Source: an optimization exercise on an open RTL-to-GDS flow (aim: small area and few clock cycles). Production flows keep margins and buffers that such runs may drop.
The RTL was checked by simulation tests, not by an equivalence proof against the original design.

Setup of run 2:
// ups_q1
module ups_q1 (
    input  wire        clk,
    input  wire        rst,
    input  wire        t_valid,
    input  wire [31:0] t_req,
    input  wire        t_byte_valid,
    input  wire [7:0]  t_byte,
    output wire        t_ready,
    input  wire        h_valid,
    input  wire [31:0] h_req,
    output wire        h_ready,
    output reg         h_resp_valid,
    output reg  [3:0]  h_resp_status,
    output reg  [31:0] h_resp_data,
    output reg         tx_valid,
    output reg  [2:0]  tx_len,
    output reg  [55:0] tx_bytes,
    output reg         evt_valid,
    output reg  [3:0]  evt_code,
    output reg  [31:0] evt_info
);
For scale: ~370 flip-flops, ~210 I/O pins, roughly 18,000 um2 of cells after synthesis.
Settings: LEC_CHECK=0, CAP_MARGIN=20, CORE_MARGIN=2, CORE_UTILIZATION=70, SLEW_MARGIN=20; clock period 12.0 ns.
standard.sh (not shown) runs the stock make flow with config.mk's settings and CLKGATE_MAP_FILE= SYNTH_SCRIPT=/design/flow/synth_recipe.tcl, a recipe that flattens the netlist after the stock synthesis.
==> flow/flow/run.sh <==
#!/bin/bash
# The standard layout (standard.sh, unchanged synthesis), with:
# - the port buffers made from the smallest buffer cell;
# - clock tree: small sink clusters on small clock buffers, no dummy loads.
export BUFFER_PORTS_ARGS="-buffer_cell sky130_fd_sc_hd__buf_1"
export CTS_ARGS="-sink_clustering_enable -repair_clock_nets -sink_clustering_size 10 -sink_clustering_max_diameter 35 -buf_list sky130_fd_sc_hd__clkbuf_4 -tree_buf sky130_fd_sc_hd__clkbuf_8 -root_buf sky130_fd_sc_hd__clkbuf_8 -dont_use_dummy_load"
bash standard.sh finish > standard.log 2>&1
Testbench counts of run 2, summed over its fixed seeds: cycles 9,304.
Changes in run 4 relative to run 2:
diff --git a/flow/design.v b/flow/design.v
--- a/flow/design.v
+++ b/flow/design.v
@@ -43,22 +43,21 @@
     reg [17:0] rt_v, rt_batt_v, rt_f;
     reg [9:0]  rt_i;
     reg        rt_written;
     reg [15:0] stat_seq, rate_seq;
     reg [2:0]  le_code;
     reg [7:0]  le_p;
     reg [17:0] sg0, sg1, sg2;
     reg [9:0]  sg3;
     reg [15:0] sg4;
     reg [7:0]  sg6;         
-    reg [16:0] p_mant;
-    reg [2:0]  p_scale;
+    reg [17:0] p_val;       
     reg        p_pad, p_dot, p_dig, p_bad;
     reg [2:0]  fdone;       
     reg        badf;        
     reg [7:0]  rem;         
     reg [3:0]  pos;         
     reg        c_disc;      
     reg        c_app;       
     reg        c_perr;      
     reg        c_term;      
     reg        ev_v, ev_kind;
@@ -242,40 +241,43 @@
         end
         f_in  = f_in && low;
         f_sep = f_sep & {5{low}};
     end
     wire [7:0] c      = t_byte;
     wire       c_dig  = (c >= 8'h30) && (c <= 8'h39);
     wire       c_sp   = (c == 8'h20);
     wire       c_pad  = c_sp || (c == 8'h0D) || (c == 8'h00);
     wire       c_pt   = (c == 8'h2E);
     wire       c_bit  = (c[7:1] == 7'h18);
-    wire [13:0] m0   = f_first ? 14'd0 : p_mant[13:0];    
+    wire [2:0]  p_scale = p_val[17] ? p_val[16:14] : 3'd0;
+    wire [13:0] m0   = f_first ? 14'd0 : p_val[13:0];     
     wire [3:0]  dd   = c_dig ? c[3:0] : 4'd0;
     wire [15:0] r_a = {m0, dd[2:1]};             
     wire [15:0] r_b = {2'd0, m0};
     wire [16:0] r_c;
     wire [15:0] r_s;
     assign r_c[0] = 1'b0;
     genvar gi;
     generate
         for (gi = 0; gi < 16; gi = gi + 1) begin : g_fa
             wire cin = (gi == 2) ? (r_c[gi] | dd[3]) : r_c[gi];
             assign r_s[gi]   = r_a[gi] ^ r_b[gi] ^ cin;
             assign r_c[gi+1] = (r_a[gi] & r_b[gi]) | (r_a[gi] & cin) | (r_b[gi] & cin);
         end
     endgenerate
     wire [16:0] m_d  = {r_s, dd[0]};
     wire [2:0]  s_d  = (f_first ? 3'd0 : p_scale) + {2'd0, c_dig && p_dot && !f_first};
+    wire        s_nz = (s_d != 3'd0);
+    wire [17:0] v_d  = {s_nz, s_nz ? s_d : m_d[16:14], m_d[13:0]};
     wire        m_we = f_in && (f_type != P_FLAG) && (f_first || c_dig);
-    wire        p_scnz = (p_scale != 3'd0);
-    wire [17:0] p_enc  = {p_scnz, p_scnz ? p_scale : p_mant[16:14], p_mant[13:0]};
+    wire [17:0] p_enc  = p_val;
+    wire [15:0] p_dec4 = {p_scale[1:0], p_val[13:0]};      
     wire        pd0 = !f_first && p_pad;
     wire        dt0 = !f_first && p_dot;
     wire        dg0 = !f_first && p_dig;
     wire        bd0 = !f_first && p_bad;
     reg        pd1, dt1, dg1, bd1;
     always @* begin
         pd1 = pd0; dt1 = dt0; dg1 = dg0; bd1 = bd0;
         if (f_type == P_FLAG) begin
             dg1 = 1'b1;
             bd1 = bd0 || !c_bit;
@@ -321,28 +323,27 @@
                 if (f_in) begin
                     p_pad <= pd1;
                     p_dot <= dt1;
                     p_dig <= dg1;
                     p_bad <= bd1;
                     fdone <= fdone_n;
                     badf  <= badf_n;
                     if (f_type == P_FLAG) sg6 <= {sg6[6:0], c[0]};
                 end
                 if (m_we) begin
-                    p_mant  <= m_d;
-                    p_scale <= s_d;
+                    p_val <= v_d;
                 end
                 if (f_sep[0]) sg0 <= p_enc;
                 if (f_sep[1]) sg1 <= p_enc;
                 if (f_sep[2]) sg2 <= p_enc;
-                if (f_sep[3]) sg3 <= p_mant[9:0];
-                if (f_sep[4]) sg4 <= {p_scale[1:0], p_mant[13:0]};
+                if (f_sep[3]) sg3 <= p_val[9:0];
+                if (f_sep[4]) sg4 <= p_dec4;
             end
         end
     end
     wire [16:0] fl_c;
     wire [15:0] fl_inc;
     assign fl_c[0] = 1'b1;
     generate
         for (gi = 0; gi < 16; gi = gi + 1) begin : g_inc
             assign fl_inc[gi]  = frame_len[gi] ^ fl_c[gi];
             assign fl_c[gi+1]  = frame_len[gi] & fl_c[gi];
@@ -381,21 +382,21 @@
     end
     always @(posedge clk) begin
         if (le_we) le_p <= le_d;
         if (dec) ev_kind <= kind;
         if (cpend && !ev_kind) begin
             st_in_v       <= sg0;
             st_in_fault_v <= sg1;
             st_out_v      <= sg2;
             st_out_i      <= sg3;
             st_in_f       <= sg4;
-            st_batt_v     <= {p_scale[1:0], p_mant[13:0]};
+            st_batt_v     <= p_dec4;
             st_flags      <= sg6;
         end
         if (cpend && ev_kind) begin
             rt_v      <= sg0;
             rt_i      <= sg1[9:0];
             rt_batt_v <= sg2;
             rt_f      <= p_enc;
         end
     end
     always @(posedge clk) begin
## What came out
Run 4 did not stop at any stage, and its layout met the timing, DRC and antenna checks.
Run 4 vs. run 2: global-route wire length before repair went up by about 1.4%.
Looking at die area, run 4 sits about 1.1% lower than run 2 does.
Run 2 → run 4: worst slack after detailed placement lower, global-route usage higher, core utilization lower.
Relative to run 2, met1 wire length decreased by about 2% in run 4.
[compare] base=run 2 new=run 4: total length of routed met3 wires picked up an extra 200 um, clock sink count lost 2.
Testbench counts of run 4, summed over its fixed seeds: cycles 9,304.

==> re-timing with driven ports <==
Ports are ideal in the flow. The routed layouts listed here were re-timed in OpenROAD.
Step 1, drivers: a clkbuf_16 drives clk and a buf_2 each remaining input, both assumed.
Step 2 times the ports against the registers' clock, not the clock port: input delays grow and output delays shrink by t, the midpoint of the rising clock arrivals with the driver on.
Three values: ideal ports, drivers, drivers and shift; two values: the first two.
| run | t (ns) | slack for setup (ns) | worst hold slack (ns) | pins driven straight from the clock port |
|---|---|---|---|---|
| run 2 | 0.577 | 3.218 / 3.218 / 2.889 | 0.422 / 0.422 / 0.422 | 1 |
| run 4 | 0.586 | 2.932 / 2.918 / 2.332 | 0.398 / 0.398 / 0.398 | 1 |
After both steps every run listed still meets setup and hold. For run 4, which loses most, drivers alone change the setup slack by -0.014 ns; drivers and shift together by -0.600 ns.
